Source: an optimization exercise on an open RTL-to-GDS flow (aim: small area, a short achievable clock period and few clock cycles). Production flows keep margins and buffers that such runs may drop.
Function was checked by simulation only, so behaviour that the tests miss may differ from the original.
Power figures rest on the tool's default switching activity, not on a simulated workload.

<file path="design/flow/flow/run.sh">
#!/bin/bash
# The standard ORFS layout (the standard.sh, standard synthesis unchanged)
# with two changes to how the layout is made, none to the constraints:
#  * the resizer's setup repair aims for 7 ns of setup slack (SETUP_SLACK_MARGIN)
#    on the worst path only (TNS_END_PERCENT 0 in config.mk);
#  * the port buffers that every input and output gets are buf_4 cells.
# make's full output goes to make.log here; each ORFS step keeps its own log
# under orfs/logs/.
set -euo pipefail
bash standard.sh SETUP_SLACK_MARGIN=7 "BUFFER_PORTS_ARGS=-buffer_cell sky130_fd_sc_hd__buf_4" finish > make.log 2>&1
</file>
<file path="design/flow/standard.sh">
#!/bin/bash
# synth_recipe.tcl (not shown) runs the flow's synth.tcl, then flattens the netlist and writes it again
# the make line also repeats each setting of config.mk as NAME=value (left out here)
make -C /OpenROAD-flow-scripts/flow DESIGN_CONFIG=/design/flow/config.mk WORK_HOME=/design/flow/orfs CLKGATE_MAP_FILE= SYNTH_SCRIPT=/design/flow/synth_recipe.tcl "${@:-finish}"
</file>
<file path="design/flow/config.mk">
export PLATFORM = sky130hd
export DESIGN_NAME = orc_rle2_dec
export DESIGN_NICKNAME = orc_rle2_dec
export VERILOG_FILES = /design/flow/design.v
export SDC_FILE = /design/flow/constraint.sdc
export NUM_CORES = 4
export LEC_CHECK = 0
export ABC_CLOCK_PERIOD_IN_PS = 3000
export CAP_MARGIN = 20
export CORE_MARGIN = 2
export CORE_UTILIZATION = 60
export SLEW_MARGIN = 20
export SYNTH_HIERARCHICAL = 1
export SYNTH_MINIMUM_KEEP_SIZE = 0
export TNS_END_PERCENT = 0
</file>
<file path="design/flow/constraint.sdc">
create_clock -name core_clock -period 10.0 [get_ports {clk}]
set_input_delay 2.0000 -clock core_clock [delete_from_list [all_inputs] [get_ports {clk}]]
set_output_delay 2.0000 -clock core_clock [all_outputs]
set_load 0.01 [all_outputs]
</file>
<file path="design/flow/design.v">
module orc_rle2_dec (
    input  wire        clk,
    input  wire        rst,          
    input  wire        cfg_signed,   
    input  wire        in_valid,
    input  wire [7:0]  in_data,
    output wire        in_ready,
    output wire        out_valid,
    output wire [63:0] out_data,
    output wire        out_last,     
    input  wire        out_ready,
    output wire        err           
);
    localparam [1:0] TAG_SR     = 2'd0;
    localparam [1:0] TAG_DIRECT = 2'd1;
    localparam [1:0] TAG_PB     = 2'd2;
    localparam [1:0] TAG_DELTA  = 2'd3;
    localparam [2:0] A_HDR0 = 3'd0;   
    localparam [2:0] A_HDR1 = 3'd1;   
    localparam [2:0] A_SRV  = 3'd2;   
    localparam [2:0] A_VAR  = 3'd3;   
    localparam [2:0] A_DATA = 3'd4;   
    localparam [2:0] A_ERR  = 3'd5;   
    function [6:0] width_of;
        input [4:0] code;
        begin
            if (code < 5'd24)
                width_of = {2'b00, code} + 7'd1;
            else if (code < 5'd28)
                width_of = 7'd26 + {4'd0, code[1:0], 1'b0};
            else
                width_of = 7'd40 + {2'd0, code[1:0], 3'b000};
        end
    endfunction
    function [63:0] zigzag_dec;
        input [63:0] z;
        begin
            zigzag_dec = (z >> 1) ^ {64{z[0]}};
        end
    endfunction
    reg [2:0]  astate;
    reg [1:0]  tag;
    reg        h0_len8;      
    reg [4:0]  h0_code;      
    reg [9:0]  arem;         
    reg        lone;         
    reg        fdneg;        
    reg        sgn;          
    reg [6:0]  width;        
    reg [7:0]  d;
    reg [7:0]  e;            
    reg [70:0] bb;           
    reg [7:0]  hb;           
    reg        hbv;
    reg [3:0]  vi;           
    reg        vsel;         
    reg        ir;           
    reg        errq;         
    reg        xv;
    reg [63:0] xd;
    reg        x_add;        
    reg        x_cin;
    reg [9:0]  x_cnt;        
    reg        x_last;       
    reg        ov;
    reg [63:0] od;
    reg        ol;
    wire in_fire;
    orc_rle2_dec_late u_in_fire (.p(1'b0), .q(ir), .s(in_valid), .y(in_fire));
    wire out_fire = ov & out_ready;
    wire b_go;
    orc_rle2_dec_late u_b_go (.p(xv & ~ov), .q(xv), .s(out_ready), .y(b_go));
    wire x_cnt0  = (x_cnt == 10'd0);
    wire x_free  = ~xv | (b_go & x_cnt0);
    wire is_srv  = (astate == A_SRV);
    wire is_var  = (astate == A_VAR);
    wire is_data = (astate == A_DATA);
    wire tok_v   = ~d[7] & (is_srv | is_var | is_data);
    wire tok_null = is_var & vsel & lone;           
    wire take_now = tok_v & (tok_null | ~xv | (x_cnt0 & ~ov));
    wire take_rdy = tok_v & xv & x_cnt0;
    wire take, load_x;
    orc_rle2_dec_late u_take (.p(take_now), .q(take_rdy), .s(out_ready), .y(take));
    orc_rle2_dec_late u_load_x (.p(take_now & ~tok_null), .q(take_rdy & ~tok_null),
                                .s(out_ready), .y(load_x));
    wire [2:0]  sh   = d[2:0];
    wire [70:0] bsh  = bb >> sh;
    reg  [63:0] wmask;
    integer k;
    always @(*)
        for (k = 0; k < 64; k = k + 1)
            wmask[k] = (k < width);
    wire [63:0] ext  = bsh[63:0] & wmask;
    wire        t_zz = is_var | (sgn & (tag != TAG_DELTA));
    wire        t_neg = is_data & (tag == TAG_DELTA) & fdneg;
    wire [63:0] ez   = t_zz ? zigzag_dec(ext) : (t_neg ? ~ext : ext);
    wire t_add  = (is_data & (tag == TAG_DELTA)) | (is_var & vsel);
    wire dw0    = (h0_code == 5'd0);
    wire [9:0] t_cnt = (is_srv) ? arem :
                       (is_var & vsel & dw0) ? arem : 10'd0;
    wire t_last = is_srv | (is_var & ~vsel & lone) |
                  (is_var & vsel & (dw0 | (arem == 10'd0))) |
                  (is_data & (arem == 10'd0));
    assign out_valid = ov;
    assign out_data  = od;
    assign out_last  = ol;
    assign err       = errq;
    assign in_ready  = ir;
    wire [6:0] code_w = width_of(h0_code);
    wire [6:0] hdr_w  = width_of(in_data[5:1]);
    wire [7:0] d_in   = d + 8'd8;
    wire [7:0] e_in   = e + 8'd8;
    wire [7:0] e_tk   = e - {1'b0, width};
    wire [7:0] e_both = e_tk + 8'd8;
    reg [2:0]  astate_n;
    reg [1:0]  tag_n;
    reg        h0_len8_n;
    reg [4:0]  h0_code_n;
    reg [9:0]  arem_n;
    reg        lone_n;
    reg        fdneg_n;
    reg [6:0]  width_n;
    reg [7:0]  d_n;
    reg [7:0]  e_n;
    reg [3:0]  vi_n;
    reg        vsel_n;
    reg        ir_n;
    always @(*) begin
        astate_n  = astate;
        tag_n     = tag;
        h0_len8_n = h0_len8;
        h0_code_n = h0_code;
        arem_n    = arem;
        lone_n    = lone;
        fdneg_n   = fdneg;
        width_n   = width;
        d_n       = d;
        e_n       = e;
        vi_n      = vi;
        vsel_n    = vsel;
        case (astate)
        A_HDR0: if (in_fire) begin
            tag_n     = in_data[7:6];
            h0_code_n = in_data[5:1];
            h0_len8_n = in_data[0];
            case (in_data[7:6])
            TAG_SR: begin
                width_n  = {1'b0, in_data[5:3], 3'b000} + 7'd8;
                d_n      = {2'b11, ~in_data[5:3], 3'b000};   
                arem_n   = {7'd0, in_data[2:0]} + 10'd2;
                astate_n = A_SRV;
            end
            TAG_DIRECT: begin
                width_n  = hdr_w;
                astate_n = A_HDR1;
            end
            TAG_DELTA: begin
                width_n  = 7'd0;
                astate_n = A_HDR1;
            end
            default: astate_n = A_ERR;
            endcase
        end
        A_HDR1: if (in_fire) begin
            arem_n = {h0_len8, in_data};
            lone_n = ({h0_len8, in_data} == 9'd0);
            if (tag == TAG_DELTA) begin
                d_n      = 8'hff;
                vi_n     = 4'd0;
                vsel_n   = 1'b0;
                astate_n = A_VAR;
            end else begin
                d_n      = 8'd0 - {1'b0, width};
                e_n      = 8'd0 - {width, 1'b0};
                astate_n = A_DATA;
            end
        end
        A_SRV: begin
            if (in_fire)
                d_n = d_in;
            if (take)
                astate_n = A_HDR0;
        end
        A_VAR: begin
            if (in_fire) begin
                if (vi != 4'd15)
                    vi_n = vi + 4'd1;
                if (vi < 4'd9)
                    width_n = width + 7'd7;
                else
                    width_n = 7'd64;
                if (!in_data[7])
                    d_n = 8'd0;
            end
            if (take) begin
                arem_n = arem - 10'd1;
                if (!vsel) begin
                    vsel_n  = 1'b1;
                    vi_n    = 4'd0;
                    width_n = 7'd0;
                    d_n     = 8'hff;
                end else begin
                    fdneg_n = ez[63];
                    if (lone || dw0 || arem == 10'd0) begin
                        astate_n = A_HDR0;
                    end else begin
                        width_n  = code_w;
                        d_n      = 8'd0 - {1'b0, code_w};
                        e_n      = 8'd0 - {code_w, 1'b0};
                        astate_n = A_DATA;
                    end
                end
            end
        end
        A_DATA: begin
            if (take) begin
                d_n = (hbv | in_fire) & e[7] ? e_in : e;
                e_n = (hbv | in_fire) & e[7] ? e_both : e_tk;
            end else begin
                d_n = (hbv | in_fire) & d[7] ? d_in : d;
                e_n = (hbv | in_fire) & d[7] ? e_in : e;
            end
            if (take) begin
                arem_n = arem - 10'd1;
                if (arem == 10'd0)
                    astate_n = A_HDR0;
            end
        end
        A_ERR: ;
        default: astate_n = A_HDR0;
        endcase
    end
    function lim;
        input [7:0] x;
        begin
            lim = (width[6:3] != 4'd0) | (x[2:0] < width[2:0]);
        end
    endfunction
    wire arem_nz = (arem != 10'd0);
    wire arem_gt1 = (arem > 10'd1);
    wire c0_s0 = d[7]    | (arem_nz  & lim(d));
    wire c0_s1 = d[7]    & (d_in[7]   | (arem_nz  & lim(d_in)));
    wire c1_s0 = e[7]    | (arem_gt1 & lim(e));
    wire c1_s1 = e[7]    & (e_in[7]   | (arem_gt1 & lim(e_in)));
    wire src, room, app;
    orc_rle2_dec_late u_src (.p(hbv), .q(ir), .s(in_valid), .y(src));
    orc_rle2_dec_late u_room (.p(d[7] | (e[7] & take_now)), .q(e[7] & take_rdy),
                              .s(out_ready), .y(room));
    orc_rle2_dec_late u_app (.p(1'b0), .q(src), .s(room), .y(app));
    always @(*) begin
        case (astate)
        A_HDR0: ir_n = ~(in_fire & (in_data[7:6] == TAG_PB));
        A_HDR1: ir_n = 1'b1;
        A_SRV:  ir_n = take | (in_fire ? d_in[7] : d[7]);
        A_VAR:  ir_n = take | (in_fire ? in_data[7] : d[7]);
        A_DATA: ir_n = take ? (~arem_nz | (src ? c1_s1 : c1_s0))
                            : (src ? c0_s1 : c0_s0);
        default: ir_n = 1'b0;
        endcase
    end
    always @(posedge clk) begin
        sgn <= cfg_signed;
        if (rst) begin
            astate  <= A_HDR0;
            tag     <= TAG_SR;
            h0_len8 <= 1'b0;
            h0_code <= 5'd0;
            arem    <= 10'd0;
            lone    <= 1'b0;
            fdneg   <= 1'b0;
            width   <= 7'd0;
            d       <= 8'hff;
            e       <= 8'hff;
            vi      <= 4'd0;
            vsel    <= 1'b0;
            ir      <= 1'b1;
        end else begin
            astate  <= astate_n;
            tag     <= tag_n;
            h0_len8 <= h0_len8_n;
            h0_code <= h0_code_n;
            arem    <= arem_n;
            lone    <= lone_n;
            fdneg   <= fdneg_n;
            width   <= width_n;
            d       <= d_n;
            e       <= e_n;
            vi      <= vi_n;
            vsel    <= vsel_n;
            ir      <= ir_n;
        end
    end
    always @(posedge clk) begin
        if (in_fire) begin
            if (is_var) begin
                if (vi < 4'd9)
                    bb[7*vi +: 7] <= in_data[6:0];
                else if (vi == 4'd9)
                    bb[63] <= in_data[0];
            end else if (is_srv) begin
                bb <= {bb[62:0], in_data};
            end
        end
        if (is_data && app)
            bb <= {bb[62:0], hbv ? hb : in_data};
        if (in_fire)
            hb <= in_data;
    end
    always @(posedge clk) begin
        if (rst)
            hbv <= 1'b0;
        else if (is_data)
            hbv <= src & ~(take ? e[7] : d[7]);
    end
    always @(posedge clk) begin
        if (rst) begin
            xv <= 1'b0;
            ov <= 1'b0;
            errq <= 1'b0;
        end else begin
            errq <= (astate_n == A_ERR) & ~b_go & (~ov | out_ready);
            if (load_x)
                xv <= 1'b1;
            else if (b_go && x_cnt0)
                xv <= 1'b0;
            if (b_go)
                ov <= 1'b1;
            else if (out_fire)
                ov <= 1'b0;
        end
    end
    wire [64:0] sum65 = {od, 1'b1} + {xd, x_cin};
    wire [63:0] sum   = sum65[64:1];
    always @(posedge clk) begin
        if (load_x) begin
            xd     <= ez;
            x_add  <= t_add;
            x_cin  <= t_neg;
            x_cnt  <= t_cnt;
            x_last <= t_last;
        end else if (b_go && !x_cnt0) begin
            x_cnt  <= x_cnt - 10'd1;
        end
        if (b_go) begin
            od <= x_add ? sum : xd;
            ol <= x_last & x_cnt0;
        end
    end
endmodule
module orc_rle2_dec_late (
    input  wire p,
    input  wire q,
    input  wire s,
    output wire y
);
    assign y = p | (q & s);
endmodule
</file>
==> impl_results.md, run 1 <==
- Core Area: roughly 37000 um2
- Fmax: 0.289 GHz
- GP Congestion: 0.945
- Drt total wl: 66800 um
- First-pass GRT wire length: approximately 110000 um
- Clock slew at reported path FFs: around 0.06 ns
- Worst-margin pin slew: 1.08 ns
- Area growth syn-to-layout: 12.7%
- Synth Cell Area: 22300 um2
- Most frequent cells in the layout: nor2_1 (323), nand2_1 (292), a21oi_1 (232), edfxtp_1 (221), o21ai_0 (168)
- Hold_buf cts: 0
- Die Y: 197 um
- Final period util: 0.346
- Pwr Density: approximately 190 nW/um2
- Fin Setup TNS: 0 ns
- Crit-path cells: ha_4 -> o21ai_0 -> o211ai_1 -> nand3_2 -> o211ai_1 -> buf_4 -> a311oi_4 -> o21ai_2 -> a41oi_4 -> o31ai_4 -> buf_4 -> a41oi_2 -> xnor2_1 -> mux2_4
- Most common cell after layout, fill and taps aside: nor2_1
- Sink Count: roughly 280
- DR vias/cell: 6.57
- Outcome: finished clean
- Post-synth top area share: 0.298
- Initial antenna violation count: 0
- Final Util: 0.685
- H-Tree Depth: 2
- Vias in the first global route: 19000
- Hold WC Path Type: flip-flop to flip-flop
- # DRC: 0
- Crit Path Category: flip-flop to flip-flop
- Clock Tree Buf Depth: 3
- Async set-reset flop share out of synthesis: 0
- CP Buf/Inv Count: 2
- Crit path time final: about 3.5 ns
- GRT Total Usage: 0.342
- Fin Clk Skew: 0.0366 ns
- Leading area contributor after synthesis: edfxtp_1
- RSZ-0062 raised after global routing: true
- Hold Vio Cnt, Final: 0
- Detail Placement HPWL: 47000 um
- Lkg Pwr: 9.51 nW
- Critical Path RT: 10.30 ns
- Worst setup EP type: flip-flop
- Slew Limit Fails: 0
- Clock Latency Late Sink: 0.56 ns
- GRT overflow: 0
- Largest net degree at the start of global routing: 114
- Synth Register Bits: 278
- Distinct cells, synth: 84
- Top post-synthesis cells by area: edfxtp_1 (30%), xnor2_1 (6.2%), nor2_1 (5.5%)
- Slew HR: 0.263
- Layout cell share with drive strength beyond 1: 0.148
- I/O pins: 81
- WP data arrival: 3.76 ns
- WL per Instance: 21.5 um
- Starting Density: 0.608
- Die W: 197 um
- Synthesis warning total: 7
- Die footprint: 38700 um2
- Post-synthesis sequential area ratio: 0.349
- Total of max-cap violations: 0
- FP Rows: 70
- Root Buffer Master: clkbuf_16
- First-iteration detailed-routing DRC count: slightly above 2000
- Number of enable flip-flop cells after synthesis: 221
- IO Port Bufs: 80
- Max rail drop VDD: roughly 0.00019 V
- CP max stage cell: edfxtp_1
- # diodes: 0
- Overall power: 4.76 mW
- Dominant synthesized flop cell: edfxtp_1
- Synth Instances: 2598
- CTS Buf Count: 35
- DRT antenna net count: 0
- Vias: 20400
- CTS tree: done
- Worst Path Max Fanout: 4
- Crit path launch type: flip-flop
- Finish-stage setup viols: 0
- Avg Cell Area, Syn: 8.57 um2
- TritonRoute pass-1 iters: 5
- Nets: 2723
- CP delay by family, top: compound AO/OA/AOI/OAI gates
- Slowest stage delay, CP: 0.44 ns
[per-stage QoR]
| step | hold slack (ns) | worst slack [ns] | instance area, um2 | instances |
|---|---|---|---|---|
| final | 0.472 | 6.54 | 25100 | 3109 |
| after floorplan | 0.435 | 5.86 | 22300 | 2599 |
| after global routing | 0.495 | 6.41 | 25100 | 3109 |
| after global placement | 0.450 | 5.71 | 23100 | 3001 |
| after detailed placement | 0.458 | 5.58 | 23100 | 3001 |
| after CTS | 0.469 | 6.66 | 25000 | 3101 |
[sequential cells by signal (all words and copies together) (netlist names), 2 cells and up]
signal	cells
bb	71
od	64
xd	64
arem	10
x_cnt	10
d	8
e	8
hb	8
width	7
h0_code	5
vi	4
astate	3
tag	2
[logic make-up (layout without fill, tap and decap cells)]
family / Yosys count / after routing / synth area share
and+or+nand+nor: 854 / 854 / 0.167
AOI/OAI and AO/OA: 764 / 765 / 0.221
DFF: 278 / 278 / 0.349
buffers and inverters: 224 / 265 / 0.0395
xor gates and xnor gates: 222 / 222 / 0.0873
muxes: 161 / 161 / 0.0822
adders and majority gates: 94 / 94 / 0.0535
other: 1 / 2 / 0.000168
[per-layer routing]
layer | wire length [um] | track usage | up-vias
met5 | 0 | 0 | -
met4 | 2330 | 0.133 | 0
met3 | 6080 | 0.0546 | 150
met2 | 29800 | 0.537 | 1051
met1 | 28600 | 0.478 | 9642
li1 | - | - | 9574
[worst min-delay path, stage by stage, from the launching register on]
cell	delay, ns
dfxtp_1	0.32
nand2_1	0.06
a21oi_1	0.05
[worst paths after layout]
path                             from             endpoint  slack, ns  cells after the start
setup / recovery      xd[1]$_DFFE_PP_     od[54]$_DFFE_PP_       6.54                     14
hold / removal    tag[1]$_SDFFE_PP0P_  tag[1]$_SDFFE_PP0P_       0.47                      2
setup reg to reg      xd[1]$_DFFE_PP_     od[54]$_DFFE_PP_       6.54                     14
hold reg to reg   tag[1]$_SDFFE_PP0P_  tag[1]$_SDFFE_PP0P_       0.47                      2
[where the power goes]
part           switching [mW]  internal, mW
logic                    1.10         0.746
registers               0.154          1.42
clock network           0.519         0.822
total                    1.77          2.99
[what timing repair did]
item                                    in CTS  in global routing
hold endpoints to repair                     0                  0
pin swaps                                   28                 16
setup buffers                               36                  8
gates resized for setup                     73                 21
cloned                                       2                  0
endpoints found under the setup margin     383                398
[area by class of cell]
cell class              count  area, um2
inverters                  51        204
multi-input cells        2098      14100
well taps                 468        586
clock inverters            17        235
clock buffers              45        975
fillers                  2949      11500
flip-flops and latches    278       7790
repair buffers            152       1230
[synthesized netlist by cell type (19+ instances only)]
cell,instances
a2111oi_0,19
a211o_1,19
a211oi_1,27
a21o_1,62
a21oi_1,237
a221oi_1,62
a31oi_1,26
and3_1,20
buf_1,23
clkbuf_1,128
dfxtp_1,57
edfxtp_1,221
ha_1,92
inv_1,45
mux2_2,81
mux2i_1,70
nand2_1,298
nand3_1,46
nor2_1,326
nor2b_1,24
nor3_1,36
o211ai_1,20
o21ai_0,172
xnor2_1,158
xor2_1,64
[modules after synthesis (local to each module, per instance)]
module	cells	flip-flops and latches	area, um2	copies in the design
orc_rle2_dec_late	1	0	7.51	7
orc_rle2_dec	2591	278	22200	1
Testbench counts, summed over its fixed seeds: cycles 46,386.
==> inputs of run 2 (changes only) <==
--- a/design/flow/design.v
+++ b/design/flow/design.v
@@ -43,6 +43,8 @@
     reg        h0_len8;      
     reg [4:0]  h0_code;      
     reg [9:0]  arem;         
+    reg        az;           
+    reg        a1;           
     reg        lone;         
     reg        fdneg;        
     reg        sgn;          
@@ -61,6 +63,7 @@
     reg        x_add;        
     reg        x_cin;
     reg [9:0]  x_cnt;        
+    reg        xc0;          
     reg        x_last;       
     reg        ov;
     reg [63:0] od;
@@ -70,7 +73,7 @@
     wire out_fire = ov & out_ready;
     wire b_go;
     orc_rle2_dec_late u_b_go (.p(xv & ~ov), .q(xv), .s(out_ready), .y(b_go));
-    wire x_cnt0  = (x_cnt == 10'd0);
+    wire x_cnt0  = xc0;
     wire x_free  = ~xv | (b_go & x_cnt0);
     wire is_srv  = (astate == A_SRV);
     wire is_var  = (astate == A_VAR);
@@ -99,14 +102,15 @@
     wire [9:0] t_cnt = (is_srv) ? arem :
                        (is_var & vsel & dw0) ? arem : 10'd0;
     wire t_last = is_srv | (is_var & ~vsel & lone) |
-                  (is_var & vsel & (dw0 | (arem == 10'd0))) |
-                  (is_data & (arem == 10'd0));
+                  (is_var & vsel & (dw0 | az)) |
+                  (is_data & az);
     assign out_valid = ov;
     assign out_data  = od;
     assign out_last  = ol;
     assign err       = errq;
     assign in_ready  = ir;
     wire [6:0] code_w = width_of(h0_code);
+    wire       a2     = (arem == 10'd2);
     wire [6:0] hdr_w  = width_of(in_data[5:1]);
     wire [7:0] d_in   = d + 8'd8;
     wire [7:0] e_in   = e + 8'd8;
@@ -117,6 +121,7 @@
     reg        h0_len8_n;
     reg [4:0]  h0_code_n;
     reg [9:0]  arem_n;
+    reg        az_n, a1_n;
     reg        lone_n;
     reg        fdneg_n;
     reg [6:0]  width_n;
@@ -131,6 +136,8 @@
         h0_len8_n = h0_len8;
         h0_code_n = h0_code;
         arem_n    = arem;
+        az_n      = az;
+        a1_n      = a1;
         lone_n    = lone;
         fdneg_n   = fdneg;
         width_n   = width;
@@ -148,6 +155,8 @@
                 width_n  = {1'b0, in_data[5:3], 3'b000} + 7'd8;
                 d_n      = {2'b11, ~in_data[5:3], 3'b000};   
                 arem_n   = {7'd0, in_data[2:0]} + 10'd2;
+                az_n     = 1'b0;
+                a1_n     = 1'b0;
                 astate_n = A_SRV;
             end
             TAG_DIRECT: begin
@@ -163,6 +172,8 @@
         end
         A_HDR1: if (in_fire) begin
             arem_n = {h0_len8, in_data};
+            az_n   = ({h0_len8, in_data} == 9'd0);
+            a1_n   = ({h0_len8, in_data} == 9'd1);
             lone_n = ({h0_len8, in_data} == 9'd0);
             if (tag == TAG_DELTA) begin
                 d_n      = 8'hff;
@@ -194,6 +205,8 @@
             end
             if (take) begin
                 arem_n = arem - 10'd1;
+                az_n   = a1;
+                a1_n   = a2;
                 if (!vsel) begin
                     vsel_n  = 1'b1;
                     vi_n    = 4'd0;
@@ -201,7 +214,7 @@
                     d_n     = 8'hff;
                 end else begin
                     fdneg_n = ez[63];
-                    if (lone || dw0 || arem == 10'd0) begin
+                    if (lone || dw0 || az) begin
                         astate_n = A_HDR0;
                     end else begin
                         width_n  = code_w;
@@ -222,7 +235,9 @@
             end
             if (take) begin
                 arem_n = arem - 10'd1;
-                if (arem == 10'd0)
+                az_n   = a1;
+                a1_n   = a2;
+                if (az)
                     astate_n = A_HDR0;
             end
         end
@@ -236,8 +251,8 @@
             lim = (width[6:3] != 4'd0) | (x[2:0] < width[2:0]);
         end
     endfunction
-    wire arem_nz = (arem != 10'd0);
-    wire arem_gt1 = (arem > 10'd1);
+    wire arem_nz = ~az;
+    wire arem_gt1 = ~az & ~a1;
     wire c0_s0 = d[7]    | (arem_nz  & lim(d));
     wire c0_s1 = d[7]    & (d_in[7]   | (arem_nz  & lim(d_in)));
     wire c1_s0 = e[7]    | (arem_gt1 & lim(e));
@@ -266,6 +281,8 @@
             h0_len8 <= 1'b0;
             h0_code <= 5'd0;
             arem    <= 10'd0;
+            az      <= 1'b1;
+            a1      <= 1'b0;
             lone    <= 1'b0;
             fdneg   <= 1'b0;
             width   <= 7'd0;
@@ -280,6 +297,8 @@
             h0_len8 <= h0_len8_n;
             h0_code <= h0_code_n;
             arem    <= arem_n;
+            az      <= az_n;
+            a1      <= a1_n;
             lone    <= lone_n;
             fdneg   <= fdneg_n;
             width   <= width_n;
@@ -337,9 +356,11 @@
             x_add  <= t_add;
             x_cin  <= t_neg;
             x_cnt  <= t_cnt;
+            xc0    <= ~(is_srv | (is_var & vsel & dw0 & ~az));
             x_last <= t_last;
         end else if (b_go && !x_cnt0) begin
             x_cnt  <= x_cnt - 10'd1;
+            xc0    <= (x_cnt == 10'd1);
         end
         if (b_go) begin
             od <= x_add ? sum : xd;
==> run 2 against run 1 <==
Fmax rose by 1.5%. Critical path depth is 3 lower. Clock power down 7%.
==> impl_results.md, run 2 <==
- Outcome: finished clean
- Vias: 21100 (+3.4%)
- Hold path depth: 2 (unchanged)
- Core Area: 37400 um2 (+2.2%)
- Post-route design area: 24900 um2 (-0.90%)
- Starting Density: 0.605 (-0.00291)
- Largest Register: bb
- Fin Clk Skew: 0.0338 ns (-0.00277 ns)
- Avg Cell Area, Syn: 8.35 um2 (-2.6%)
- Detail Placement HPWL: 50000 um (+6.5%)
- Max rail drop VDD: 0.000144 V (-25%)
- Hold Vio Cnt, Final: 0 (unchanged)
- Crit path launch type: input pin
- Wire length on met1: 29500 um (+3.1%)
- Worst setup EP type: flip-flop
- Crit-path cells: buf_4 -> a21o_4 -> nor2_2 -> nor2_4 -> nand2_1 -> xor2_1 -> mux2_2 -> a21oi_1 -> a221oi_1 -> a21oi_1 -> a211o_1
- Final period util: 0.341 (-0.00515)
- IO Port Bufs: 80 (unchanged)
- Top post-synthesis cells by area: edfxtp_1 (29%), xnor2_1 (6.0%), a21oi_1 (5.8%)
- Leading area contributor after synthesis: edfxtp_1
- Max FFs per register: 71 (unchanged)
- Distinct cells, synth: 79 (-6.0%)
- Fin Setup TNS: 0 ns (unchanged)
- Nets: 2787 (+2.4%)
- Clock Latency Late Sink: 0.59 ns (+0.03 ns)
- Pwr Density: 172 nW/um2 (-9.5%)
- FF/Latch Area: 7860 um2 (+0.98%)
- CP delay by family, top: compound AO/OA/AOI/OAI gates
- Count leader, synth: nor2_1
- Top sig layer: met4
- Initial antenna violation count: 0 (unchanged)
- Slew HR: 0.300 (+0.0364)
- Drt total wl: 69700 um (+4.3%)
- CP Buf/Inv Count: 1 (-1)
- Synth Area in Compound Gates: 0.225 (+0.00327)
- Final non-filler cell total: 3215 (+3.4%)
- Synthesis warning total: 7 (unchanged)
- DRT antenna net count: 0 (unchanged)
- Async set-reset flop share out of synthesis: 0 (unchanged)
- R2r worst-path depth: 11 (-3)
- GRT overflow: 0 (unchanged)
- Biggest registers after layout: bb x71, od x64, xd x64
- Finish-stage setup viols: 0 (unchanged)
- GRT Total Usage: 0.353 (+0.0103)
- Worst-margin pin slew: 1.02 ns (-0.0532 ns)
- WP data arrival: 3.87 ns (+0.11 ns)
- I/O pins: 81 (unchanged)
- Area growth syn-to-layout: 9.84%
- CTS tree: done
- Dominant synthesized flop cell: edfxtp_1
- Crit path time final: 3.41 ns (-0.0515 ns)
- Length of routed met3 wiring: 6450 um (+6.1%)
- Slew Limit Fails: 0 (unchanged)
- Largest net degree at the start of global routing: 128 (+12%)
- First-pass GRT wire length: 109000 um (+3.9%)
- Sink Count: 281 (+1.1%)
- Fill count: 3115 (+5.6%)
- First-iteration detailed-routing DRC count: 2367 (+16%)
- XOR/XNOR Fraction of Synth Area: 0.0832 (-0.00414)
- CP max stage cell: a21o_4
- DR vias/cell: 6.57 (about the same)
- Layout cell share with drive strength beyond 1: 0.118 (-0.0304)
- Total of max-cap violations: 0 (unchanged)
- WL per Instance: 21.7 um (+0.90%)
- Mux contribution to synthesized area: 0.0723 (-0.00986)
- DR WL met2: 31400 um (+5.5%)
- Critical Path RT: 10.45 ns (+0.15 ns)
- Post-synth top cells: nor2_1 (339), nand2_1 (332), a21oi_1 (261), edfxtp_1 (222), o21ai_0 (189)
- Most frequent cells in the layout: nor2_1 (334), nand2_1 (328), a21oi_1 (255), edfxtp_1 (222), o21ai_0 (187)
- Hold WC Path Type: flip-flop to flip-flop
- TritonRoute pass-1 iters: 6 (+1)
- Clock slew at reported path FFs: 0.06 ns (about the same)
- Crit. Startpoint: in_valid
- Post-synth top area share: 0.294 (-0.00356)
- CP dominant cell by count: a21oi_1
- # diodes: 0 (unchanged)
- Slowest stage delay, CP: 0.30 ns (-0.14 ns)
- Largest family of logic cells by synthesized area: compound AO/OA/AOI/OAI gates
- Placed cells: 3138 (+4.6%)
- Crit Path Category: input pin to flip-flop
- Fmax: 0.293 GHz (+1.5%)
- CTS Buf Count: 36 (+2.9%)
- Min-delay src: tag[0]$_SDFFE_PP0P_
- FP Rows: 71 (+1.4%)
- Worst Path Max Fanout: 10 (+6)
- Synthesized-area fraction occupied by adder cells: 0.0548 (+0.00133)
- Clock Tree Buf Depth: 3 (unchanged)
- # DRC: 0 (unchanged)
- Reg2reg start: xd[2]$_DFFE_PP_
- Synth Instances: 2713 (+4.4%)
- Vias in the first global route: 19500 (+2.5%)
- H-Tree Depth: 2 (unchanged)
- GP Congestion: 0.957 (+1.2%)
- Most common cell after layout, fill and taps aside: nor2_1
- Multi-input gate area: 14200 um2 (+0.79%)
- RSZ-0062 raised after global routing: true
- Root Buffer Master: clkbuf_16
- Crit. path cell count: 11 (-3)
- Lkg Pwr: 9.23 nW (-3.0%)
- Die footprint: 39300 um2 (+1.6%)
- Simple-Gate Fraction of Synth Area: 0.177 (+0.0104)
- Hold_buf cts: 0 (unchanged)
- Die Y: 198 um (+0.82%)
- Synth Cell Area: 22600 um2 (+1.7%)
- Post-synthesis sequential area ratio: 0.347 (-0.00264)
- Die W: 198 um (+0.82%)
- Synth Register Bits: 281 (+1.1%)
- Post-place instance area: 23400 um2 (+1.6%)
- Number of enable flip-flop cells after synthesis: 222 (+0.45%)
-- run 2: cell count changes after synthesis, moves of 9 or more --
| cell | delta |
|---|---|
| a21oi_1 | +24 |
| buf_1 | +13 |
| clkbuf_1 | +12 |
| nand2_1 | +34 |
| nand4_1 | +13 |
| nor2_1 | +13 |
| nor2b_1 | -9 |
| nor3_1 | +13 |
| o21ai_0 | +17 |
| o22ai_1 | +16 |
-- run 2: through the flow --
stage	setup slack (ns)	hold WS [ns]	util	power, mW
floorplan	6.46	0.445	-	2.61
CTS	6.63	0.469	0.663	4.24
finish	6.59	0.475	0.665	4.27
global placement	5.94	0.452	0.626	2.96
global route	6.46	0.532	0.665	4.48
detailed placement	5.87	0.462	0.626	2.98
-- run 2: cell type report --
cell class / instances / share of cell area
multi-input cells: 2191 / 0.571
flip-flops and latches: 281 / 0.316
clock buffers: 41 / 0.0370
repair buffers: 110 / 0.0337
well taps: 511 / 0.0257
inverters: 56 / 0.00865
clock inverters: 25 / 0.00815
-- run 2: power breakdown --
part | switching, mW | internal (mW) | leakage [nW]
Sequential | 0.152 | 1.42 | 2.52
Combinational | 0.897 | 0.564 | 6.18
Clock | 0.545 | 0.697 | 0.530
-- run 2: modules after synthesis, one instance, submodules excluded --
module             area, um2  cells  flip-flops and latches
orc_rle2_dec           22600   2706                     281
orc_rle2_dec_late       7.51      1                       0
-- run 2: per-layer routing --
| metal | up-vias | global-route usage |
|---|---|---|
| met4 | 0 | 0.123 |
| li1 | 9855 | - |
| met3 | 176 | 0.0668 |
| met1 | 10000 | 0.490 |
| met5 | - | 0 |
| met2 | 1079 | 0.550 |
-- run 2: path summary, 6_finish.rpt --
check / end / slack (ns)
min reg2reg: tag[0]$_SDFFE_PP0P_ / 0.47
max: d[5]$_SDFFE_PP1P_ / 6.59
max reg2reg: od[60]$_DFFE_PP_ / 6.62
min: tag[0]$_SDFFE_PP0P_ / 0.47
-- run 2: cell families (layout without fill, tap and decap cells) --
group,Yosys count,in the layout
other,1,2
XOR/XNOR,215,215
flip-flops,281,281
adder cells (fa/ha/maj),98,98
multiplexers,148,148
buffers and inverters,244,232
AND/OR/NAND/NOR,919,919
AO/OA/AOI/OAI,807,809
-- run 2: repair_timing --
action | 4_1_cts | 5_1_grt
cloned | 2 | 0
buffers inserted | 7 | 1
endpoints found under the setup margin | 429 | 440
resized for setup | 44 | 14
pin swaps | 8 | 2
-- run 2: worst min-delay path: stages, from the launching register on --
cell and delay [ns]:
dfxtp_1 0.31, nand2_1 0.06, a21oi_1 0.06
Testbench counts of run 2, summed over its fixed seeds: cycles 46,386.
==> inputs of run 3 (changes only) <==
--- a/design/flow/config.mk
+++ b/design/flow/config.mk
@@ -8,7 +8,7 @@
 export ABC_CLOCK_PERIOD_IN_PS = 3000
 export CAP_MARGIN = 20
 export CORE_MARGIN = 2
-export CORE_UTILIZATION = 60
+export CORE_UTILIZATION = 70
 export SLEW_MARGIN = 20
 export SYNTH_HIERARCHICAL = 1
 export SYNTH_MINIMUM_KEEP_SIZE = 0
==> run 3 against run 2 <==
Worst hold slack improved by 0.0031 ns. Critical path depth did not move. Worst setup slack worse by 0.040 ns. Power rose by 1.1%. Register-to-register slack lost 0.07 ns. Clock skew fell by 0.019 ns. Combinational power hardly changed. Via count increased by 4.2%. Count of clock-buffer cells in the layout is 6 lower. Largest cell class unchanged.
==> impl_results.md, run 3 <==
- First-pass GRT wire length: 111000 um (+1.7%)
- Clock slew at reported path FFs: 0.06 ns (about the same)
- Crit path time final: 3.45 ns (+0.0400 ns)
- CP Buf/Inv Count: 0 (-1)
- CP dominant cell by count: o31a_1
- Outcome: finished clean
- DR WL met2: 32100 um (+2.3%)
- Worst Path Max Fanout: 6 (-4)
- Crit path launch type: flip-flop
- Crit Path Category: flip-flop to flip-flop
- Wire length on met1: 27300 um (-7.6%)
- Total of max-cap violations: 0 (unchanged)
- # DRC: 0 (unchanged)
- Detail Placement HPWL: 48800 um (-2.4%)
- Synth Instances: 2713 (unchanged)
- Die footprint: 33800 um2 (-14%)
- Overall power: 4.32 mW (+1.1%)
- Worst R2R End: od[58]$_DFFE_PP_
- Slew Limit Fails: 0 (unchanged)
- Biggest registers after layout: bb x71, od x64, xd x64
- Avg Cell Area, Syn: 8.35 um2 (unchanged)
- # diodes: 0 (unchanged)
- Fmax: 0.290 GHz (-1.2%)
- Leading area contributor after synthesis: edfxtp_1
- Number of enable flip-flop cells after synthesis: 222 (unchanged)
- Largest Register: bb
- Count leader, synth: nor2_1
- FP Rows: 65 (-8.5%)
- Post-synth top area share: 0.294 (unchanged)
- Critical Path RT: 10.44 ns (about the same)
- Hold_buf cts: 0 (unchanged)
- Post-synthesis sequential area ratio: 0.347 (unchanged)
- RSZ-0062 raised after global routing: true
- CTS tree: done
- Root Buffer Master: clkbuf_16
- I/O pins: 81 (unchanged)
- Hold WC Path Type: flip-flop to flip-flop
- GP Congestion: 0.980 (+2.4%)
- Core Area: 31700 um2 (-15%)
- Fill count: 2159 (-31%)
- Hold Vio Cnt, Final: 0 (unchanged)
- Synth Cell Area: 22600 um2 (unchanged)
- WP data arrival: 3.89 ns (+0.02 ns)
- Most common cell after layout, fill and taps aside: nor2_1
- GRT overflow: 0 (unchanged)
- CTS Buf Count: 31 (-14%)
- Die Y: 184 um (-7.3%)
- Area growth syn-to-layout: 9.34%
- DRT antenna net count: 0 (unchanged)
- R2r worst-path depth: 11 (unchanged)
- Synthesis warning total: 7 (unchanged)
- CP max stage cell: edfxtp_1
- Layout cell share with drive strength beyond 1: 0.119 (+0.00166)
- Most frequent cells in the layout: nor2_1 (335), nand2_1 (328), a21oi_1 (254), edfxtp_1 (222), o21ai_0 (185)
- Distinct cells, synth: 79 (unchanged)
- Max FFs per register: 71 (unchanged)
- Final period util: 0.345 (+0.00400)
- Finish-stage setup viols: 0 (unchanged)
- Dominant synthesized flop cell: edfxtp_1
- Nets: 2786 (-0.036%)
- Max rail drop VDD: 0.000172 V (+19%)
- Clock Latency Late Sink: 0.59 ns (about the same)
- Fin Setup TNS: 0 ns (unchanged)
- Async set-reset flop share out of synthesis: 0 (unchanged)
- Drt total wl: 71200 um (+2.2%)
- Worst setup EP type: flip-flop
- Largest net degree at the start of global routing: 128 (unchanged)
- Die W: 184 um (-7.3%)
- WL per Instance: 23.0 um (+5.9%)
- Fin Clk Skew: 0.0149 ns (-0.0190 ns)
- Worst-margin pin slew: 1.13 ns (+0.104 ns)
- IO Port Bufs: 80 (unchanged)
- Initial antenna violation count: 0 (unchanged)
- Crit-path cells: ha_2 -> nand2_1 -> o21bai_1 -> a211o_1 -> a21oi_2 -> o211ai_1 -> a41o_1 -> o31a_1 -> o31a_1 -> or4_1 -> nand4_1
- Crit. Startpoint: xd[12]$_DFFE_PP_
- Worst setup path endpoint: od[58]$_DFFE_PP_
- Synth Register Bits: 281 (unchanged)
- Pwr Density: 174 nW/um2 (+1.6%)
- Vias: 22000 (+4.2%)
- Starting Density: 0.714 (+0.108)
- Lkg Pwr: 9.26 nW (+0.33%)
- Length of routed met3 wiring: 8270 um (+28%)
- Slew HR: 0.245 (-0.0543)
- Sink Count: 281 (unchanged)
- Vias in the first global route: 20300 (+4.3%)
- Top post-synthesis cells by area: edfxtp_1 (29%), xnor2_1 (6.0%), a21oi_1 (5.8%)
- GRT Total Usage: 0.413 (+0.0603)
- R2R Setup Slk: 6.55 ns (-0.07 ns)
- Crit. path cell count: 11 (unchanged)
- DR vias/cell: 7.10 (+8.0%)
- First-iteration detailed-routing DRC count: 3102 (+31%)
- Slowest stage delay, CP: 0.42 ns (+0.12 ns)
- CP delay by family, top: compound AO/OA/AOI/OAI gates
- Top sig layer: met4
- Clock Tree Buf Depth: 3 (unchanged)
- H-Tree Depth: 1 (-1)
- Reg2reg start: xd[12]$_DFFE_PP_
- TritonRoute pass-1 iters: 9 (+3)
- Post-synth top cells: nor2_1 (339), nand2_1 (332), a21oi_1 (261), edfxtp_1 (222), o21ai_0 (189)
==> run 3: final cells by class <==
cell class	instances	area (um2)	area share
timing repair buffer	112	852	0.0344
clock inverter	23	292	0.0118
tap	402	503	0.0203
sequential	281	7860	0.318
clock buffer	35	821	0.0332
inverter	56	218	0.00879
multi-input combinational	2193	14200	0.574
==> run 3: logic make-up after synthesis <==
kind of cell / share of synthesized area
AND/OR/NAND/NOR: 0.177
XOR/XNOR: 0.0832
multiplexers: 0.0723
AO/OA/AOI/OAI: 0.225
buffers and inverters: 0.0411
other: 0.000166
flip-flops: 0.347
adder cells (fa/ha/maj): 0.0548
==> run 3: what timing repair did <==
item	in CTS	in global routing
setup buffers	6	6
pin swaps	6	4
resized for setup	43	15
cloned	2	2
endpoints found under the setup margin	435	450
==> run 3: worst reg2reg max path, delay by kind of cell (launching register included) <==
kind / cells / cell delay (ns)
adders and majority gates: 1 / 0.42
AOI/OAI and AO/OA: 7 / 1.81
DFF: 1 / 0.42
and+or+nand+nor: 3 / 0.67
==> run 3: modules after synthesis, one instance, submodules excluded <==
module	flip-flops and latches	cells	cell area [um2]
orc_rle2_dec	281	2706	22600
orc_rle2_dec_late	0	1	7.51
==> run 3: per-layer routing <==
layer | track usage | up-vias
met1 | 0.547 | 10200
met5 | 0 | -
met3 | 0.0828 | 305
met4 | 0.181 | 0
met2 | 0.659 | 1618
li1 | - | 9853
==> run 3: stage by stage <==
step / util / cells / worst slack [ns] / hold slack, ns / cell area (um2)
finish: 0.781 / 3102 / 6.55 / 0.478 / 24800
global route: 0.781 / 3102 / 6.48 / 0.506 / 24800
CTS: 0.777 / 3094 / 6.64 / 0.476 / 24600
detailed placement: 0.734 / 3028 / 5.63 / 0.468 / 23300
global placement: 0.734 / 3028 / 5.95 / 0.452 / 23300
floorplan: - / 2714 / 6.46 / 0.445 / 22700
==> run 3: where the power goes <==
group          internal, mW  switching [mW]  leakage (nW)
clock                 0.746           0.518         0.538
combinational         0.566           0.924          6.20
sequential             1.42           0.148          2.52
total                  2.73            1.59          9.26
==> run 3: worst min path at each step <==
| stage | start | endpoint | slack, ns | cells after the start |
|---|---|---|---|---|
| CTS | tag[1]$_SDFFE_PP0P_ | tag[1]$_SDFFE_PP0P_ | 0.48 | 2 |
| finish | tag[1]$_SDFFE_PP0P_ | tag[1]$_SDFFE_PP0P_ | 0.48 | 2 |
| global placement | tag[0]$_SDFFE_PP0P_ | tag[0]$_SDFFE_PP0P_ | 0.45 | 2 |
| detailed placement | tag[1]$_SDFFE_PP0P_ | tag[1]$_SDFFE_PP0P_ | 0.47 | 2 |
| floorplan | tag[1]$_SDFFE_PP0P_ | tag[1]$_SDFFE_PP0P_ | 0.44 | 2 |
| global route | tag[1]$_SDFFE_PP0P_ | tag[1]$_SDFFE_PP0P_ | 0.51 | 2 |
==> inputs of run 4 (changes only) <==
--- a/design/flow/config.mk
+++ b/design/flow/config.mk
@@ -8,8 +8,8 @@
 export ABC_CLOCK_PERIOD_IN_PS = 3000
 export CAP_MARGIN = 20
 export CORE_MARGIN = 2
-export CORE_UTILIZATION = 70
+export CORE_UTILIZATION = 60
 export SLEW_MARGIN = 20
 export SYNTH_HIERARCHICAL = 1
 export SYNTH_MINIMUM_KEEP_SIZE = 0
-export TNS_END_PERCENT = 0
+export TNS_END_PERCENT = 5
==> run 4 against run 3 <==
Synthesized cell count unchanged. Largest cell class unchanged. Clock power about the same. Power increased by 0.47%. Count of clock-buffer cells in the layout increased by 6. Via count decreased by 3.1%. Routed wire length decreased by 0.37%. Cell area increased by 3.6%. Fmax increased by 2.2%. Die area increased by 16%. Register-to-register slack improved by 0.07 ns.
==> impl_results.md, run 4 <==
- Outcome: finished clean
- Max FFs per register: 71 (unchanged)
- Synth Register Bits: 281 (unchanged)
- Synth Cell Area: 22600 um2 (unchanged)
- Crit Path Category: flip-flop to flip-flop
- Area growth syn-to-layout: 13.3%
- First-iteration detailed-routing DRC count: 2452 (-21%)
- Distinct cells, synth: 79 (unchanged)
- TritonRoute pass-1 iters: 7 (-2)
- GRT overflow: 0 (unchanged)
- Post-route design area: 25700 um2 (+3.6%)
- Root Buffer Master: clkbuf_16
- Switching part of the total: 0.375 (+0.00656)
- Crit path time final: 3.38 ns (-0.0734 ns)
- Synth Area in Compound Gates: 0.225 (unchanged)
- Count leader, synth: nor2_1
- Dominant synthesized flop cell: edfxtp_1
- Nets: 2821 (+1.3%)
- Pre-CTS setup slack: 5.87 ns (+0.234 ns)
- Min-delay src: tag[0]$_SDFFE_PP0P_
- R2r worst-path depth: 11 (unchanged)
- Hold WC Path Type: flip-flop to flip-flop
- Async set-reset flop share out of synthesis: 0 (unchanged)
- Max rail drop VDD: 0.000144 V (-16%)
- CTS tree: done
- Post-synthesis sequential area ratio: 0.347 (unchanged)
- Synth Instances: 2713 (unchanged)
- WL per Instance: 21.8 um (-4.9%)
- CTS Buf Count: 36 (+16%)
- Biggest registers after layout: bb x71, od x64, xd x64
- FF/Latch Area: 7870 um2 (+0.13%)
- Mux contribution to synthesized area: 0.0723 (unchanged)
- Post-synth top area share: 0.294 (unchanged)
- Multi-input gate area: 14600 um2 (+3.0%)
- Most common cell after layout, fill and taps aside: nor2_1
- Avg Cell Area, Syn: 8.35 um2 (unchanged)
- Hold Vio Cnt, Final: 0 (unchanged)
- Starting Density: 0.605 (-0.108)
- Slowest stage delay, CP: 0.42 ns (about the same)
- CP delay by family, top: compound AO/OA/AOI/OAI gates
- RSZ-0062 raised after global routing: true
- GRT Total Usage: 0.355 (-0.0577)
- Drt total wl: 71000 um (-0.37%)
- Worst setup EP type: flip-flop
- Core Area: 37400 um2 (+18%)
- CP Buf/Inv Count: 1 (+1)
- FP Rows: 71 (+9.2%)
- Overall power: 4.34 mW (+0.47%)
- Initial antenna violation count: 0 (unchanged)
- Fmax: 0.296 GHz (+2.2%)
- Placed cells: 3138 (+3.6%)
- Slew Limit Fails: 0 (unchanged)
- IO Port Bufs: 80 (unchanged)
- Crit path launch type: flip-flop
- Final worst slack: 6.62 ns (+0.0734 ns)
- Total of max-cap violations: 0 (unchanged)
- Fill count: 3004 (+39%)
- Clock slew at reported path FFs: 0.06 ns (about the same)
- DRT antenna net count: 0 (unchanged)
- Synthesized-area fraction occupied by adder cells: 0.0548 (unchanged)
- Crit-path cells: ha_2 -> nand4_1 -> a32o_2 -> a21oi_4 -> o211ai_1 -> buf_4 -> a41o_1 -> o31a_1 -> o31a_1 -> or4_1 -> nand4_1
- Final period util: 0.338 (-0.00734)
- Worst Path Max Fanout: 4 (-2)
- GP Congestion: 0.957 (-2.3%)
- Hold_buf cts: 0 (unchanged)
- XOR/XNOR Fraction of Synth Area: 0.0832 (unchanged)
- Largest family of logic cells by synthesized area: compound AO/OA/AOI/OAI gates
- Finish-stage setup viols: 0 (unchanged)
- Most frequent cells in the layout: nor2_1 (330), nand2_1 (324), a21oi_1 (245), edfxtp_1 (222), o21ai_0 (180)
- Fin Setup TNS: 0 ns (unchanged)
- Register share of total power: 0.362 (about the same)
- Crit. path cell count: 11 (unchanged)
- # DRC: 0 (unchanged)
- H-Tree Depth: 2 (+1)
- Worst-margin pin slew: 1.07 ns (-0.0568 ns)
- Clock Power Share: 0.287 (-0.006)
- Number of enable flip-flop cells after synthesis: 222 (unchanged)
- Reg2reg start: xd[1]$_DFFE_PP_
- Vias in the first global route: 19600 (-3.4%)
- Post-synth top cells: nor2_1 (339), nand2_1 (332), a21oi_1 (261), edfxtp_1 (222), o21ai_0 (189)
- First-pass GRT wire length: 110000 um (-1.1%)
- Fin Clk Skew: 0.0317 ns (+0.0169 ns)
- Die Y: 198 um (+7.8%)
- DR vias/cell: 6.57 (-7.4%)
- Switch Pwr: 1.63 mW (+2.3%)
- Logic gate share of total power: 0.351 (+0.006)
- Clock Tree Buf Depth: 3 (unchanged)
- Largest net degree at the start of global routing: 128 (unchanged)
- Sink Count: 281 (unchanged)
- Die footprint: 39300 um2 (+16%)
- WP data arrival: 3.80 ns (-0.09 ns)
- # diodes: 0 (unchanged)
- Clock Latency Late Sink: 0.58 ns (about the same)
- Synthesis warning total: 7 (unchanged)
- Slew HR: 0.268 (+0.0222)
- Detail Placement HPWL: 50000 um (+2.4%)
- Die W: 198 um (+7.8%)
- Vias: 21300 (-3.1%)
- I/O pins: 81 (unchanged)
- Hold path depth: 2 (unchanged)
- Final non-filler cell total: 3249 (+4.7%)
- CP max stage cell: ha_2
- Lkg Pwr: 9.46 nW (+2.2%)
- Simple-Gate Fraction of Synth Area: 0.177 (unchanged)
- Internal power: 2.71 mW (-0.58%)
- Pwr Density: 169 nW/um2 (-3.0%)
- Leading area contributor after synthesis: edfxtp_1
- Critical Path RT: 10.42 ns (-0.02 ns)
- Post-place instance area: 23400 um2 (+0.62%)
- Crit. Startpoint: xd[1]$_DFFE_PP_
- Top post-synthesis cells by area: edfxtp_1 (29%), xnor2_1 (6.0%), a21oi_1 (5.8%)
- Largest Register: bb
- R2R Setup Slk: 6.62 ns (+0.07 ns)
- Layout cell share with drive strength beyond 1: 0.148 (+0.0290)
==> run 4: power groups by stage <==
stage	logic [mW]	registers, mW	clock network (mW)
3_3_place_gp	1.38	1.58	0
4_1_cts	1.46	1.56	1.25
6_report	1.52	1.57	1.24
3_5_place_dp	1.40	1.58	0
2_1_floorplan	1.11	1.50	0
5_1_grt	1.66	1.58	1.30
==> run 4: layout make-up <==
class	count	area share
sequential	281	0.307
clock buffer	41	0.0358
tap	511	0.0249
inverter	56	0.00868
multi-input combinational	2192	0.570
timing repair buffer	143	0.0455
clock inverter	25	0.00790
==> run 4: routing by layer <==
metal  up-vias  track usage  part of all wire
met5         -            0                 0
met4         0        0.128             0.038
met3       205       0.0659             0.095
met2      1104        0.554              0.45
met1     10100        0.493              0.42
li1       9926            -                 -
==> run 4: path summary, 6_finish.rpt <==
check                         to
max             od[58]$_DFFE_PP_
min          tag[0]$_SDFFE_PP0P_
max reg2reg     od[58]$_DFFE_PP_
min reg2reg  tag[0]$_SDFFE_PP0P_
==> run 4: cell families after synthesis <==
family                   Yosys count
flip-flops                       281
adder cells (fa/ha/maj)           98
XOR/XNOR                         215
AND/OR/NAND/NOR                  919
other                              1
buffers and inverters            244
multiplexers                     148
AO/OA/AOI/OAI                    807
==> run 4: worst register-to-register path, cell delays in order (launching register included) <==
cell and delay [ns]:
edfxtp_1 0.41, ha_2 0.42, nand4_1 0.19, a32o_2 0.36
a21oi_4 0.15, o211ai_1 0.11, buf_4 0.17, a41o_1 0.21
o31a_1 0.35, o31a_1 0.31, or4_1 0.41, nand4_1 0.11
==> run 4: Yosys stat by module (local to each module, per instance) <==
module             flops+latches  area, um2  times used  cells inside
orc_rle2_dec                 281      22600           1          2706
orc_rle2_dec_late              0       7.51           7             1
==> run 4: stage by stage <==
step	util	hold WS, ns
after floorplan	-	0.445
after global placement	0.626	0.452
after detailed placement	0.626	0.462
after CTS	0.670	0.469
after global routing	0.686	0.531
final	0.686	0.479
==> run 4: repair_timing <==
action | 4_1_cts | 5_1_grt
resized for setup | 87 | 86
pin swaps | 15 | 31
cloned | 4 | 0
endpoints found under the setup margin | 429 | 435
buffers inserted | 18 | 22
==> inputs of run 5 (changes only) <==
--- a/design/flow/design.v
+++ b/design/flow/design.v
@@ -348,7 +348,8 @@
                 ov <= 1'b0;
         end
     end
-    wire [64:0] sum65 = {od, 1'b1} + {xd, x_cin};
+    wire [63:0] od_a  = od & {64{x_add}};
+    wire [64:0] sum65 = {od_a, 1'b1} + {xd, x_cin};
     wire [63:0] sum   = sum65[64:1];
     always @(posedge clk) begin
         if (load_x) begin
@@ -363,7 +364,7 @@
             xc0    <= (x_cnt == 10'd1);
         end
         if (b_go) begin
-            od <= x_add ? sum : xd;
+            od <= sum;
             ol <= x_last & x_cnt0;
         end
     end
--- a/design/flow/config.mk
+++ b/design/flow/config.mk
@@ -12,4 +12,4 @@
 export SLEW_MARGIN = 20
 export SYNTH_HIERARCHICAL = 1
 export SYNTH_MINIMUM_KEEP_SIZE = 0
-export TNS_END_PERCENT = 5
+export TNS_END_PERCENT = 0
==> run 5 against run 4 <==
Register-to-register slack lost 0.25 ns. Combinational power grew 39%. Worst setup slack lost 0.25 ns. Sequential power grew 7%. Non-clock buffer count shrank 23. Highest routed layer unchanged. Critical endpoint is now od[60]$_DFFE_PP_.
==> impl_results.md, run 5 <==
- Crit path launch type: flip-flop
- Final Util: 0.683 (-0.00335)
- Crit Path Category: flip-flop to flip-flop
- Slew Limit Fails: 0 (unchanged)
- Area growth syn-to-layout: 11.5%
- Leading area contributor after synthesis: edfxtp_1
- Root Buffer Master: clkbuf_16
- Vias in the first global route: 19700 (+0.43%)
- R2R Setup Slk: 6.37 ns (-0.25 ns)
- Distinct cells, synth: 82 (+3.8%)
- Detail Placement HPWL: 48800 um (-2.4%)
- Worst Path Max Fanout: 32 (+28)
- Post-synth top area share: 0.297 (+0.00238)
- Post-synthesis sequential area ratio: 0.349 (+0.00280)
- Hold_ws: 0.468 ns (-0.0105 ns)
- Fmax: 0.276 GHz (-6.8%)
- Avg Cell Area, Syn: 8.24 um2 (-1.2%)
- CTS tree: done
- CTS Buf Count: 34 (-5.6%)
- Fill count: 3016 (+0.40%)
- TritonRoute pass-1 iters: 6 (-1)
- GRT overflow: 0 (unchanged)
- Async set-reset flop share out of synthesis: 0 (unchanged)
- GRT Total Usage: 0.352 (-0.00313)
- Min-delay src: tag[0]$_SDFFE_PP0P_
- FP Rows: 70 (-1.4%)
- Hold Vio Cnt, Final: 0 (unchanged)
- Final period util: 0.363 (+0.0248)
- First-iteration detailed-routing DRC count: 2649 (+8.0%)
- Critical Path RT: 10.38 ns (-0.04 ns)
- Drt total wl: 69800 um (-1.7%)
- GP Congestion: 0.990 (+3.4%)
- Dominant synthesized flop cell: edfxtp_1
- Worst R2R End: od[60]$_DFFE_PP_
- FF/Latch Area: 7860 um2 (-0.17%)
- Max FFs per register: 71 (unchanged)
- Lkg Pwr: 9.21 nW (-2.7%)
- Slew HR: 0.224 (-0.0438)
- Hold path depth: 2 (unchanged)
- Pre-CTS setup slack: 5.08 ns (-0.790 ns)
- Clock Tree Buf Depth: 3 (unchanged)
- Synthesis warning total: 7 (unchanged)
- Multi-input gate area: 14300 um2 (-2.2%)
- # diodes: 0 (unchanged)
- Synth Area in Compound Gates: 0.224 (-0.000414)
- Hold_buf cts: 0 (unchanged)
- XOR/XNOR Fraction of Synth Area: 0.0858 (+0.00262)
- Fin Clk Skew: 0.0418 ns (+0.0101 ns)
- Clock Latency Late Sink: 0.57 ns (about the same)
- Largest Register: bb
- Largest family of logic cells by synthesized area: compound AO/OA/AOI/OAI gates
- Outcome: finished clean
- Total of max-cap violations: 0 (unchanged)
- Most frequent cells in the layout: nand2_1 (353), nor2_1 (330), a21oi_1 (253), edfxtp_1 (222), o21ai_0 (185)
- DRT antenna net count: 0 (unchanged)
- R2r worst-path depth: 11 (unchanged)
- Initial antenna violation count: 0 (unchanged)
- # DRC: 0 (unchanged)
- IO Port Bufs: 80 (unchanged)
- Reg2reg start: x_add$_DFFE_PP_
- Top post-synthesis cells by area: edfxtp_1 (30%), xnor2_1 (6.3%), nand2_1 (5.9%)
- Max rail drop VDD: 0.000168 V (+17%)
- Most common cell after layout, fill and taps aside: nand2_1
- RSZ-0062 raised after global routing: true
- Count leader, synth: nand2_1
- Die footprint: 39000 um2 (-0.79%)
- Synth Instances: 2725 (+0.44%)
- Clock slew at reported path FFs: 0.06 ns (about the same)
- I/O pins: 81 (unchanged)
- H-Tree Depth: 2 (unchanged)
- Synthesized-area fraction occupied by adder cells: 0.0547 (-0.000114)
- Sink Count: 281 (unchanged)
- First-pass GRT wire length: 109000 um (-1.3%)
- Finish-stage setup viols: 0 (unchanged)
- Crit path time final: 3.63 ns (+0.248 ns)
- Starting Density: 0.612 (+0.00664)
- Die W: 197 um (-0.39%)
- Post-synth top cells: nand2_1 (355), nor2_1 (336), a21oi_1 (260), edfxtp_1 (222), o21ai_0 (188)
- Simple-Gate Fraction of Synth Area: 0.200 (+0.0225)
- Number of enable flip-flop cells after synthesis: 222 (unchanged)
- Hold Path End: tag[0]$_SDFFE_PP0P_
- Pwr Density: 203 nW/um2 (+20%)
- Synth Cell Area: 22500 um2 (-0.80%)
- WP data arrival: 4.01 ns (+0.21 ns)
- Post-place instance area: 23200 um2 (-0.83%)
- Worst setup EP type: flip-flop
- Post-route design area: 25000 um2 (-2.4%)
- Biggest registers after layout: bb x71, od x64, xd x64
- Worst-margin pin slew: 1.14 ns (+0.0641 ns)
- Synth Register Bits: 281 (unchanged)
- Largest net degree at the start of global routing: 118 (-7.8%)
- Final worst slack: 6.37 ns (-0.248 ns)
- Core Area: 36700 um2 (-1.9%)
- WL per Instance: 21.9 um (about the same)
- Mux contribution to synthesized area: 0.0455 (-0.0268)
- Fin Setup TNS: 0 ns (unchanged)
- Hold WC Path Type: flip-flop to flip-flop
- Die Y: 197 um (-0.39%)
- Nets: 2811 (-0.35%)
- DR vias/cell: 6.56 (-0.13%)
- Layout cell share with drive strength beyond 1: 0.109 (-0.0396)
- Vias: 20900 (-1.9%)
-- run 5: cell count changes in the layout (fill, tap and decap cells not counted), sizes merged, moves of 7 or more --
cell / before / now
or2: 3 / 12
clkinv: 23 / 11
xnor2: 155 / 162
nand4: 30 / 18
o22ai: 26 / 11
buf: 141 / 118
clkinvlp: 8 / 1
and2: 20 / 86
o211ai: 23 / 9
nand2: 333 / 356
mux2: 75 / 21
a22oi: 6 / 15
o21bai: 18 / 27
a21o: 65 / 42
-- run 5: cell families after synthesis --
| kind of cell | count (synthesis) |
|---|---|
| xor+xnor | 220 |
| buf+inv | 236 |
| flops | 281 |
| fa+ha+maj | 97 |
| compound gates | 795 |
| mux | 92 |
| simple gates | 1003 |
| other cells | 1 |
-- run 5: Yosys stat by module, one instance, submodules excluded --
module	cell area, um2	cells
orc_rle2_dec	22400	2718
orc_rle2_dec_late	7.51	1
-- run 5: area by class of cell --
type / instances / share of cell area
multi-input cells: 2211 / 0.571
flip-flops and latches: 281 / 0.314
repair buffers: 120 / 0.0384
clock buffers: 41 / 0.0354
well taps: 468 / 0.0234
clock inverters: 18 / 0.00929
inverters: 53 / 0.00844
-- run 5: report_power, final --
group	leakage [nW]	switching (mW)	internal, mW
logic	6.14	1.30	0.826
registers	2.52	0.203	1.48
clock network	0.548	0.510	0.764
total	9.21	2.01	3.07
-- run 5: repair_timing --
item	4_1_cts	5_1_grt
buffers inserted	1	9
pin swaps	6	12
gates cloned	2	1
resized for setup	68	40
endpoints found under the setup margin	432	468
-- run 5: worst max-delay path by stage --
stage | start | end | slack (ns) | cells past startpoint
3_3_place_gp | out_ready | d[0]$_SDFFE_PP1P_ | 5.13 | 9
6_report | x_add$_DFFE_PP_ | od[60]$_DFFE_PP_ | 6.37 | 11
3_5_place_dp | out_ready | d[0]$_SDFFE_PP1P_ | 5.08 | 9
4_1_cts | x_add$_DFFE_PP_ | od[62]$_DFFE_PP_ | 6.39 | 11
5_1_grt | astate[0]$_SDFF_PP0_ | d[0]$_SDFFE_PP1P_ | 6.28 | 12
2_1_floorplan | in_valid | bb[0]$_DFFE_PP_ | 5.80 | 6
-- run 5: layer usage --
layer	share of wire	global-route usage
met5	0	0
met4	0.040	0.125
met3	0.089	0.0540
met2	0.46	0.564
met1	0.41	0.485
-- run 5: stage by stage --
stage | power, mW | instances
2_1_floorplan | 3.17 | 2726
3_3_place_gp | 3.65 | 3119
3_5_place_dp | 3.69 | 3119
4_1_cts | 5.00 | 3181
5_1_grt | 5.34 | 3192
6_report | 5.08 | 3192
-- run 5: worst max-delay path: stages, from the launching register on --
cell and delay (ns):
edfxtp_1 0.43, buf_4 0.18, bufbuf_16 0.29, and2_1 0.17, ha_1 0.39, nand2_2 0.17, a2111oi_4 0.48, o2111ai_2 0.27
a21oi_2 0.25, o21ai_2 0.11, a2111o_1 0.45, a221oi_2 0.23
Testbench counts of run 5, summed over its fixed seeds: cycles 46,386.
==> inputs of run 6 (changes only) <==
--- a/design/flow/design.v
+++ b/design/flow/design.v
@@ -348,8 +348,7 @@
                 ov <= 1'b0;
         end
     end
-    wire [63:0] od_a  = od & {64{x_add}};
-    wire [64:0] sum65 = {od_a, 1'b1} + {xd, x_cin};
+    wire [64:0] sum65 = {od, 1'b1} + {xd, x_cin};
     wire [63:0] sum   = sum65[64:1];
     always @(posedge clk) begin
         if (load_x) begin
@@ -364,7 +363,7 @@
             xc0    <= (x_cnt == 10'd1);
         end
         if (b_go) begin
-            od <= sum;
+            od <= x_add ? sum : xd;
             ol <= x_last & x_cnt0;
         end
     end
==> design/flow/flow/run.sh (replaced) <==
#!/bin/bash
# The standard ORFS layout (the standard.sh, standard synthesis unchanged)
# with two changes to how the layout is made, none to the constraints:
#  * the resizer's setup repair aims for 6.8 ns of setup slack (SETUP_SLACK_MARGIN)
#    on the worst path only (TNS_END_PERCENT 0 in config.mk);
#  * the port buffers that every input and output gets are buf_4 cells.
# make's full output goes to make.log here; each ORFS step keeps its own log
# under orfs/logs/.
set -euo pipefail
bash standard.sh SETUP_SLACK_MARGIN=6.8 "BUFFER_PORTS_ARGS=-buffer_cell sky130_fd_sc_hd__buf_4" finish > make.log 2>&1
==> run 6 against run 5 <==
Routed wire length shrank 0.27%. Non-clock buffer count shrank 13. Clock skew shrank 0.012 ns. Largest cell class unchanged. Power shrank 16%. Still clean on timing, DRC and antenna. First-iteration DRC count shrank 13%. Critical path type unchanged. Largest power group is now registers. Die area grew 0.79%. Via count grew 0.55%. Synthesized area grew 0.81%.
==> impl_results.md, run 6 <==
- Outcome: finished clean
- FP Rows: 71 (+1.4%)
- Finish-stage setup viols: 0 (unchanged)
- Largest Register: bb
- R2r worst-path depth: 11 (unchanged)
- GRT overflow: 0 (unchanged)
- Clock Tree Buf Depth: 3 (unchanged)
- Root Buffer Master: clkbuf_16
- Fmax: 0.284 GHz (+3.0%)
- Most frequent cells in the layout: nor2_1 (334), nand2_1 (328), a21oi_1 (256), edfxtp_1 (222), o21ai_0 (187)
- Max FFs per register: 71 (unchanged)
- Worst setup EP type: flip-flop
- Synthesized-area fraction occupied by adder cells: 0.0548 (+0.000114)
- CP max stage cell: edfxtp_1
- Biggest registers after layout: bb x71, od x64, xd x64
- Synth Area in Compound Gates: 0.225 (+0.000414)
- Worst R2R End: od[58]$_DFFE_PP_
- Pwr Density: 172 nW/um2 (-15%)
- Fin Clk Skew: 0.0298 ns (-0.0121 ns)
- Starting Density: 0.605 (-0.00664)
- WL per Instance: 21.7 um (-0.86%)
- GRT Total Usage: 0.351 (-0.00136)
- Mux contribution to synthesized area: 0.0723 (+0.0268)
- Lkg Pwr: 9.20 nW (about the same)
- Initial antenna violation count: 1 (+1)
- Top post-synthesis cells by area: edfxtp_1 (29%), xnor2_1 (6.0%), a21oi_1 (5.8%)
- I/O pins: 81 (unchanged)
- Worst Path Max Fanout: 6 (-81%)
- Crit Path Category: flip-flop to flip-flop
- Crit path launch type: flip-flop
- Synthesis warning total: 7 (unchanged)
- Synth Register Bits: 281 (unchanged)
- Clock Latency Late Sink: 0.58 ns (about the same)
- CP dominant cell by count: o31a_1
- Slew HR: 0.269 (+0.0453)
- CTS Buf Count: 36 (+5.9%)
- Fin Setup TNS: 0 ns (unchanged)
- Post-synthesis sequential area ratio: 0.347 (-0.00280)
- GP Congestion: 0.957 (-3.3%)
- Dominant synthesized flop cell: edfxtp_1
- Hold WC Path Type: flip-flop to flip-flop
- Distinct cells, synth: 79 (-3.7%)
- Slowest stage delay, CP: 0.44 ns (-0.04 ns)
- Min-delay src: tag[0]$_SDFFE_PP0P_
- Critical Path RT: 10.42 ns (+0.04 ns)
- Layout cell share with drive strength beyond 1: 0.111 (+0.00282)
- First-pass GRT wire length: 109000 um (+0.11%)
- Leading area contributor after synthesis: edfxtp_1
- Crit path time final: 3.52 ns (-0.105 ns)
run 6: worst max path at each step:
stage                                     from           endpoint  slack [ns]
after floorplan                       in_valid    bb[0]$_DFFE_PP_        6.46
after detailed placement  astate[1]$_SDFF_PP0_  e[7]$_SDFFE_PP1P_        5.87
after CTS                     od[16]$_DFFE_PP_   od[61]$_DFFE_PP_        6.54
after global placement                in_valid  d[3]$_SDFFE_PP1P_        5.94
final                         xd[13]$_DFFE_PP_   od[58]$_DFFE_PP_        6.48
after global routing           xd[0]$_DFFE_PP_   od[58]$_DFFE_PP_        6.35
run 6: power by group:
group | internal [mW] | switching, mW | leakage [nW]
Combinational | 0.560 | 0.894 | 6.15
Clock | 0.697 | 0.547 | 0.530
Sequential | 1.42 | 0.151 | 2.52
Total | 2.67 | 1.59 | 9.20
run 6: timing repair:
item,4_1_cts,5_1_grt
cloned,1,0
setup endpoints to repair,339,344
buffers inserted,0,5
hold buffers,0,0
resized for setup,24,17
pin swaps,2,7
run 6: logic make-up after synthesis:
kind of cell	after synthesis
AO/OA/AOI/OAI	807
XOR/XNOR	215
adder cells (fa/ha/maj)	98
buffers and inverters	244
flip-flops	281
multiplexers	148
other	1
AND/OR/NAND/NOR	919
run 6: area by class of cell:
type	count	area [um2]	area share
inverters	56	210	0.00848
clock buffers	41	920	0.0371
well taps	511	639	0.0258
multi-input cells	2190	14100	0.570
flip-flops and latches	281	7860	0.317
clock inverters	25	203	0.00818
repair buffers	107	811	0.0327
run 6: layer usage:
layer	part of all wire	up-vias	global-route usage
li1	-	9841	-
met1	0.43	9993	0.488
met2	0.45	1044	0.547
met3	0.093	174	0.0690
met4	0.034	2	0.118
met5	0.00020	-	0
run 6: worst max-delay path, delay by kind of cell, from the launching register on:
family                   cells  cell delay, ns
AO/OA/AOI/OAI                7            1.91
AND/OR/NAND/NOR              3            0.63
flip-flops                   1            0.44
adder cells (fa/ha/maj)      1            0.42
run 6: per-module statistics from Yosys (local to each module, per instance):
module	area, um2	cells inside	flops+latches	times used
orc_rle2_dec	22600	2706	281	1
orc_rle2_dec_late	7.51	1	0	7
run 6: through the flow:
stage / util / cells / area, um2
final: 0.662 / 3211 / 24800
after floorplan: - / 2714 / 22700
after global routing: 0.662 / 3211 / 24800
after global placement: 0.626 / 3138 / 23400
after CTS: 0.660 / 3205 / 24700
after detailed placement: 0.626 / 3138 / 23400
Testbench counts of run 6, summed over its fixed seeds: cycles 46,386.

Check on run 6: ideal ports give 6.479 ns setup slack; a clkbuf_16 on the clock port and buf_2 on the inputs give 6.479 ns; moving port delays by the midpoint clock arrival (0.621 ns) as well gives 5.928 ns.
